Context: an optimization exercise on an open-source flow, tuned for small area, a short achievable clock period and few clock cycles per item. The choices shown serve that exercise and are no tape-out recipe.
At most, simulation tests tie the RTL to the original design; equivalence was not proved.
Power figures rest on the tool's default switching activity, not on a simulated workload.

Setup of rev 12:
==> flow/design.v <==
module si_add #(parameter W = 34) (
    input  wire [W-1:0] a,
    input  wire [W-1:0] b,
    input  wire         ci,
    output wire [W-1:0] s
);
    wire [W-1:0] p = a ^ b;
    wire [W-1:0] g0 = a & b;
    localparam integer TOPD = 1 << ($clog2(W) - 1);    
    reg  [W-1:0] G, P;
    integer d, i;
    always @* begin
        G = {g0[W-1:1], g0[0] | (p[0] & ci)};
        P = p;
        for (d = 1; d < W; d = d * 2)
            for (i = 2 * d - 1; i < W; i = i + 2 * d) begin
                G[i] = G[i] | (P[i] & G[i - d]);
                P[i] = P[i] & P[i - d];
            end
        for (d = TOPD / 2; d >= 1; d = d / 2)
            for (i = 3 * d - 1; i < W; i = i + 2 * d) begin
                G[i] = G[i] | (P[i] & G[i - d]);
                P[i] = P[i] & P[i - d];
            end
    end
    assign s = p ^ {G[W-2:0], ci};
endmodule
module si_step #(parameter WR = 32, WM = 32, WX = 34) (
    input  wire [WR-1:0] r,
    input  wire [WM-1:0] c,
    input  wire          da,
    input  wire          db,
    input  wire [WM-1:0] m,
    output wire [WR-1:0] rn,
    output wire [1:0]    q
);
    wire [WX-1:0] a  = {{(WX-WR-1){1'b0}}, r, da};
    wire [WX-1:0] b  = {{(WX-WM){1'b0}}, c};
    wire [WX-1:0] n1 = ~{{(WX-WM){1'b0}}, m};
    wire [WX-1:0] n2 = ~{{(WX-WM-1){1'b0}}, m, 1'b0};
    wire [WX-1:0] s1 = a ^ b ^ n1;
    wire [WX-1:0] k1 = (a & b) | (a & n1) | (b & n1);
    wire [WX-1:0] s2 = a ^ b ^ n2;
    wire [WX-1:0] k2 = (a & b) | (a & n2) | (b & n2);
    wire [WX-1:0] x, y1, y2;
    si_add #(WX) ax (.a(a),  .b(b),                    .ci(db), .s(x));
    si_add #(WX) a1 (.a(s1), .b({k1[WX-2:0], 1'b1}),   .ci(db), .s(y1));    
    si_add #(WX) a2 (.a(s2), .b({k2[WX-2:0], 1'b1}),   .ci(db), .s(y2));    
    assign q  = !y2[WX-1] ? 2'd2 : !y1[WX-1] ? 2'd1 : 2'd0;
    assign rn = !y2[WX-1] ? y2[WR-1:0] : !y1[WX-1] ? y1[WR-1:0] : x[WR-1:0];
endmodule
module si_step1 (
    input  wire [14:0] r,
    input  wire [15:0] c,
    input  wire        off,
    output wire [14:0] rn,
    output wire [1:0]  q
);
    wire [17:0] a  = {2'b0, r, 1'b0};
    wire [17:0] b  = {2'b0, c};
    wire [17:0] n0 = off ? ~18'd22050 : ~18'd0;
    wire [17:0] n1 = off ? ~18'd44100 : ~18'd22050;
    wire [17:0] n2 = off ? ~18'd66150 : ~18'd44100;
    wire [17:0] s0 = a ^ b ^ n0;
    wire [17:0] k0 = (a & b) | (a & n0) | (b & n0);
    wire [17:0] s1 = a ^ b ^ n1;
    wire [17:0] k1 = (a & b) | (a & n1) | (b & n1);
    wire [17:0] s2 = a ^ b ^ n2;
    wire [17:0] k2 = (a & b) | (a & n2) | (b & n2);
    wire [17:0] y0, y1, y2;
    si_add #(18) a0 (.a(s0), .b({k0[16:0], 1'b1}), .ci(1'b0), .s(y0));    
    si_add #(18) a1 (.a(s1), .b({k1[16:0], 1'b1}), .ci(1'b0), .s(y1));    
    si_add #(18) a2 (.a(s2), .b({k2[16:0], 1'b1}), .ci(1'b0), .s(y2));    
    assign q  = !y2[17] ? 2'd2 : !y1[17] ? 2'd1 : 2'd0;
    assign rn = !y2[17] ? y2[14:0] : !y1[17] ? y1[14:0] : y0[14:0];
endmodule
module si_fast (
    input  wire [15:0] r,
    input  wire [3:0]  v,
    output wire [15:0] rn,
    output wire        ge,
    output reg  [4:0]  q
);
    reg  [13:0] t;
    reg  [15:0] sub, sub1;
    integer j;
    always @* begin
        t = 14'd0;
        for (j = 0; j < 16; j = j + 1)
            if (v == j) t = j * 907;
        q = 5'd0;
        sub = 16'd0;
        sub1 = 16'd22050;
        for (j = 0; j < 128; j = j + 1)
            if (r[15:9] == j) begin
                q    = (j * 8192) / 22050;
                sub  = ((j * 8192) / 22050) * 22050;
                sub1 = ((j * 8192) / 22050) * 22050 + 22050;
            end
    end
    wire [15:0] a  = {r[11:0], 4'd0};
    wire [15:0] b  = {2'd0, t};
    wire [15:0] n  = ~sub;
    wire [15:0] s  = a ^ b ^ n;
    wire [15:0] k  = (a & b) | (a & n) | (b & n);
    wire [15:0] d;
    si_add #(16) ad (.a(s), .b({k[14:0], 1'b1}), .ci(1'b0), .s(d));
    wire [15:0] n1 = ~sub1;
    wire [15:0] s1 = a ^ b ^ n1;
    wire [15:0] k1 = (a & b) | (a & n1) | (b & n1);
    wire [15:0] d1;
    si_add #(16) ad1 (.a(s1), .b({k1[14:0], 1'b1}), .ci(1'b0), .s(d1));
    assign rn = d;
    assign ge = ~d1[15];
endmodule
module seq_index (
    input  wire        clk,
    input  wire        rst,
    input  wire        in_valid,
    output wire        in_ready,
    input  wire [31:0] in_block,
    input  wire [31:0] in_num,
    input  wire [31:0] in_den,
    input  wire [12:0] in_len,
    output wire        out_valid,
    input  wire        out_ready,
    output wire [11:0] out_index
);
    reg         rdy;                   
    reg         ov;                    
    reg  [11:0] oidx;
    reg         busy1;                 
    reg         fast;                  
    reg  [5:0]  pos;                   
    reg         started;               
    reg  [31:0] scan;                  
    reg  [15:0] c1, r1;                 
    wire        e = (c1 >= 16'd22050);   
    reg  [31:0] c2, r2;                
    reg  [11:0] c3, M;
    reg  [31:0] den;
    reg  [12:0] len, len3;            
    reg         t2v, t2ph, t2sw, t2fin, t2b, t2f, t2e, t2g;
    reg  [1:0]  t2d;
    reg  [4:0]  t2q;
    reg         t3v, t3ph, t3sw, t3fin, t3b;
    reg  [1:0]  t3d;
    wire stall = t3v & t3fin & ov;
    wire        ph1     = pos[5];
    wire        fa      = fast & ~ph1;                
    wire [4:0]  ppos    = pos[4:0];
    wire        z16     = (scan[31:16] == 16'd0);
    wire        z8      = (scan[31:24] == 8'd0);
    wire        can16   = ~started & z16 & (ppos <= 5'd16);
    wire        can8    = ~started & z8  & (ppos <= 5'd24);
    wire        can4    = ~started & (scan[31:28] == 4'd0) & (ppos <= 5'd28);
    wire        skip    = can16 | can8 | can4;
    wire [5:0]  inc     = can16 ? 6'd16 : can8 ? 6'd8 : (can4 | fa) ? 6'd4 : 6'd1;
    wire [5:0]  pos_n   = pos + inc;
    wire        sw1     = (pos_n[5] != pos[5]);       
    wire        fin1    = sw1 & ph1;
    wire [14:0] s1r;
    wire [15:0] f1r;
    wire        f1ge;
    wire [1:0]  s1d;
    wire [4:0]  f1q;
    si_step1 u1 (.r(r1[14:0]), .c(scan[31] ? c1 : 16'd0), .off(scan[31] & e),
                 .rn(s1r), .q(s1d));
    si_fast uf (.r(r1), .v(scan[31:28]), .rn(f1r), .ge(f1ge), .q(f1q));
    wire [15:0] r1_n = fa ? f1r : {1'b0, s1r};
    wire [31:0] s2r;
    wire [1:0]  s2d;
    si_step #(.WR(32), .WM(32), .WX(34)) u2 (
        .r(r2), .c((t2g ? c2 : 32'd0) | {27'd0, t2q}),
        .da(t2d[1] | t2e), .db(t2d[1] | t2d[0]), .m(den),
        .rn(s2r), .q(s2d));
    wire [4:0]  acc_lo  = {1'b0, r2[3:0]} + {1'b0, t2q[4:1]};
    wire [23:0] acc_hi  = r2[27:4] + acc_lo[4];
    wire [31:0] acc     = {acc_hi, acc_lo[3:0], t2q[0], 3'd0};
    wire        t2acc   = t2f & ~t2sw;               
    wire [11:0] s3r;
    si_step #(.WR(12), .WM(13), .WX(15)) u3 (
        .r(M), .c((t3b & t3ph) ? {1'b0, c3} : 13'd0),
        .da(t3d[1]), .db(t3d[1] | t3d[0]), .m(len3),
        .rn(s3r), .q());
    wire fin3    = t3v & t3fin & ~ov;           
    wire busy1_n = rdy ? in_valid : (busy1 & ~fin1);
    wire t2v_n   = busy1;
    wire t3v_n   = stall ? t3v : t2v;
    wire t3fin_n = stall ? t3fin : t2fin;
    wire ov_n    = fin3 | (ov & ~out_ready);
    wire t2fin_n = busy1 & fin1;
    wire rdy_n   = ~busy1_n &
                   ((~t2v_n & (~t3v_n | (t3fin_n & ~ov_n))) |
                    (t2v_n & t2fin_n & ~ov_n & ~(t3v_n & t3fin_n)));
    wire fast_in = (in_den[31:26] != 6'd0) |
                   ((in_num[31:24] == 8'd0) & (in_den[31:18] != 14'd0)) |
                   ((in_num[31:16] == 16'd0) & (in_den[31:10] != 22'd0));
    always @(posedge clk) begin
        if (rst) begin
            rdy   <= 1'b1;
            ov    <= 1'b0;
            busy1 <= 1'b0;
            t2v   <= 1'b0;
            t3v   <= 1'b0;
        end else begin
            rdy   <= rdy_n;
            ov    <= ov_n;
            busy1 <= busy1_n;
            t2v   <= t2v_n;
            t3v   <= t3v_n;
        end
    end
    always @(posedge clk) begin
        if (fin3) oidx <= s3r;
        if (!stall) begin
            M     <= (~t3v | t3sw) ? 12'd0 : s3r;
            t3ph  <= t2v & t2ph;
            t3sw  <= t2sw;
            t3fin <= t2fin;
            t3b   <= t2v & t2b;
            t3d   <= (t2v & ~t2acc) ? s2d : 2'd0;
        end
        if (t3v & t3sw & ~t3fin) c3 <= s3r;
        r2 <= (~t2v | t2sw) ? 32'd0 : t2acc ? acc : s2r;
        if (t2v & t2sw & ~t2fin) c2 <= s2r;
        len3  <= len;
        t2ph  <= busy1 & ph1;
        t2sw  <= busy1 & sw1;
        t2fin <= busy1 & fin1;
        t2b   <= busy1 & ~fa & scan[31];
        t2d   <= (busy1 & ~fa) ? s1d : 2'd0;
        t2f   <= busy1 & fa;
        t2q   <= (busy1 & fa) ? f1q : 5'd0;
        t2e   <= busy1 & fa & sw1 & f1ge;
        t2g   <= busy1 & ph1 & scan[31];
        pos   <= pos_n;
        scan  <= sw1   ? c2 :
                 can16 ? {scan[15:0], 16'd0} :
                 can8  ? {scan[23:0], 8'd0} :
                 (can4 | fa) ? {scan[27:0], 4'd0} :
                         {scan[30:0], 1'b0};
        r1    <= sw1 ? 16'd0 : r1_n;
        if (~skip) started <= 1'b1;
        if (sw1) begin
            started <= 1'b0;
            c1      <= r1_n;
        end
        if (rdy) begin
            fast    <= fast_in;
            pos     <= 6'd0;
            started <= 1'b0;
            scan    <= in_num;
            c2      <= in_block;
            c1      <= 16'd907;
            r1      <= 16'd0;
            r2      <= 32'd0;
            den     <= in_den;
            len     <= in_len;
        end
    end
    assign in_ready  = rdy;
    assign out_valid = ov;
    assign out_index = oidx;
endmodule
==> flow/config.mk <==
export PLATFORM = sky130hd
export DESIGN_NAME = seq_index
export DESIGN_NICKNAME = seq_index
export VERILOG_FILES = /design/flow/design.v
export SDC_FILE = /design/flow/constraint.sdc
export NUM_CORES = 4
export LEC_CHECK = 0
export CAP_MARGIN = 20
export CORE_MARGIN = 2
export CORE_UTILIZATION = 40
export SLEW_MARGIN = 20
==> flow/constraint.sdc <==
create_clock -name core_clock -period 16.0 [get_ports {clk}]
set_input_delay 3.2000 -clock core_clock [delete_from_list [all_inputs] [get_ports {clk}]]
set_output_delay 3.2000 -clock core_clock [all_outputs]
set_load 0.01 [all_outputs]
standard.sh (not shown) runs the stock make flow with config.mk's settings and CLKGATE_MAP_FILE= SYNTH_SCRIPT=/design/flow/synth_recipe.tcl, a recipe that flattens the netlist after the stock synthesis.
==> flow/flow/run.sh <==
#!/bin/bash
set -euo pipefail
bash standard.sh SETUP_SLACK_MARGIN=11 finish > standard_finish.log 2>&1
The inputs of rev 13 differ from those of rev 12 as listed below.
--- a/flow/design.v
+++ b/flow/design.v
@@ -1,31 +1,4 @@
-module si_add #(parameter W = 34) (
-    input  wire [W-1:0] a,
-    input  wire [W-1:0] b,
-    input  wire         ci,
-    output wire [W-1:0] s
-);
-    wire [W-1:0] p = a ^ b;
-    wire [W-1:0] g0 = a & b;
-    localparam integer TOPD = 1 << ($clog2(W) - 1);    
-    reg  [W-1:0] G, P;
-    integer d, i;
-    always @* begin
-        G = {g0[W-1:1], g0[0] | (p[0] & ci)};
-        P = p;
-        for (d = 1; d < W; d = d * 2)
-            for (i = 2 * d - 1; i < W; i = i + 2 * d) begin
-                G[i] = G[i] | (P[i] & G[i - d]);
-                P[i] = P[i] & P[i - d];
-            end
-        for (d = TOPD / 2; d >= 1; d = d / 2)
-            for (i = 3 * d - 1; i < W; i = i + 2 * d) begin
-                G[i] = G[i] | (P[i] & G[i - d]);
-                P[i] = P[i] & P[i - d];
-            end
-    end
-    assign s = p ^ {G[W-2:0], ci};
-endmodule
 module si_step #(parameter WR = 32, WM = 32, WX = 34) (
     input  wire [WR-1:0] r,
     input  wire [WM-1:0] c,
     input  wire          da,
@@ -41,12 +14,11 @@
     wire [WX-1:0] s1 = a ^ b ^ n1;
     wire [WX-1:0] k1 = (a & b) | (a & n1) | (b & n1);
     wire [WX-1:0] s2 = a ^ b ^ n2;
     wire [WX-1:0] k2 = (a & b) | (a & n2) | (b & n2);
-    wire [WX-1:0] x, y1, y2;
-    si_add #(WX) ax (.a(a),  .b(b),                    .ci(db), .s(x));
-    si_add #(WX) a1 (.a(s1), .b({k1[WX-2:0], 1'b1}),   .ci(db), .s(y1));    
-    si_add #(WX) a2 (.a(s2), .b({k2[WX-2:0], 1'b1}),   .ci(db), .s(y2));    
+    wire [WX-1:0] x  = a + b + db;
+    wire [WX-1:0] y1 = s1 + {k1[WX-2:0], 1'b1} + db;    
+    wire [WX-1:0] y2 = s2 + {k2[WX-2:0], 1'b1} + db;    
     assign q  = !y2[WX-1] ? 2'd2 : !y1[WX-1] ? 2'd1 : 2'd0;
     assign rn = !y2[WX-1] ? y2[WR-1:0] : !y1[WX-1] ? y1[WR-1:0] : x[WR-1:0];
 endmodule
 module si_step1 (
@@ -66,12 +38,11 @@
     wire [17:0] s1 = a ^ b ^ n1;
     wire [17:0] k1 = (a & b) | (a & n1) | (b & n1);
     wire [17:0] s2 = a ^ b ^ n2;
     wire [17:0] k2 = (a & b) | (a & n2) | (b & n2);
-    wire [17:0] y0, y1, y2;
-    si_add #(18) a0 (.a(s0), .b({k0[16:0], 1'b1}), .ci(1'b0), .s(y0));    
-    si_add #(18) a1 (.a(s1), .b({k1[16:0], 1'b1}), .ci(1'b0), .s(y1));    
-    si_add #(18) a2 (.a(s2), .b({k2[16:0], 1'b1}), .ci(1'b0), .s(y2));    
+    wire [17:0] y0 = s0 + {k0[16:0], 1'b1};    
+    wire [17:0] y1 = s1 + {k1[16:0], 1'b1};    
+    wire [17:0] y2 = s2 + {k2[16:0], 1'b1};    
     assign q  = !y2[17] ? 2'd2 : !y1[17] ? 2'd1 : 2'd0;
     assign rn = !y2[17] ? y2[14:0] : !y1[17] ? y1[14:0] : y0[14:0];
 endmodule
 module si_fast (
@@ -102,15 +73,13 @@
     wire [15:0] b  = {2'd0, t};
     wire [15:0] n  = ~sub;
     wire [15:0] s  = a ^ b ^ n;
     wire [15:0] k  = (a & b) | (a & n) | (b & n);
-    wire [15:0] d;
-    si_add #(16) ad (.a(s), .b({k[14:0], 1'b1}), .ci(1'b0), .s(d));
+    wire [15:0] d  = s + {k[14:0], 1'b1};
     wire [15:0] n1 = ~sub1;
     wire [15:0] s1 = a ^ b ^ n1;
     wire [15:0] k1 = (a & b) | (a & n1) | (b & n1);
-    wire [15:0] d1;
-    si_add #(16) ad1 (.a(s1), .b({k1[14:0], 1'b1}), .ci(1'b0), .s(d1));
+    wire [15:0] d1 = s1 + {k1[14:0], 1'b1};
     assign rn = d;
     assign ge = ~d1[15];
 endmodule
 module seq_index (
==> notes.md <==
The area after synthesis of rev 13 exceeds that of rev 12 by about 2.5%.
Delta (rev 13 minus rev 12): area fraction in compound gates after synthesis moved up, sequential share of layout area up 0.67 points, maximum frequency saw an increase.
Delta(multiplexer share of the synthesized area, rev 13 - rev 12) > 0
Sort rev 13 and rev 12 by combinational share of power asc -> top: rev 13
Compared with rev 12, multi-input logic cell count in rev 13 increased by more than 10%.
Worst path setup slack after routing: rev 13 > rev 12
Rev 13 against rev 12: post-route minimum period lower, worst clock skew on the final layout roughly the same, share of power burned in the clock network lower, period utilization lower, proportion of cell area occupied by multi-input gates higher.
Sort rev 13 and rev 12 by placed instance count, ascending, and rev 12 comes first.
Testbench counts of rev 13, summed over its fixed seeds: cycles 102,223, items 3,200.
No functional check of the RTL was part of rev 12.

==> port drivers added, routing unchanged <==
The flow's constraints put no driver on any port. The routed layouts listed below were extracted and timed again, unchanged, in two steps.
Step 1 sets driving cells, clkbuf_16 on the clock port and buf_2 on the other inputs (assumed; they add their load-dependent delay and slew).
Step 2, shift: input delay + t, output delay - t, t = (earliest + latest rising clock arrival at the registers) / 2. This alone moves slack from input paths to output paths.
Three values: ideal, step 1, step 2; two values: the first two.
| run | shift t [ns] | slack for setup (ns) | latest minus earliest clock arrival (ns) | slew at the worst register clock pin (ns) | worst data-port slew with drivers (ns) |
|---|---|---|---|---|---|
| rev 12 | 0.603 | 10.889 / 10.889 / 10.887 | 0.025 / 0.025 | 0.06 / 0.06 | 0.07 |
| rev 13 | 0.647 | 11.111 / 11.066 / 10.911 | 0.023 / 0.023 | 0.07 / 0.07 | 0.12 |
After both steps setup and hold are still met in every run listed. The setup slack of rev 13, which loses most, moves by -0.045 ns with the drivers and by -0.200 ns with both steps.
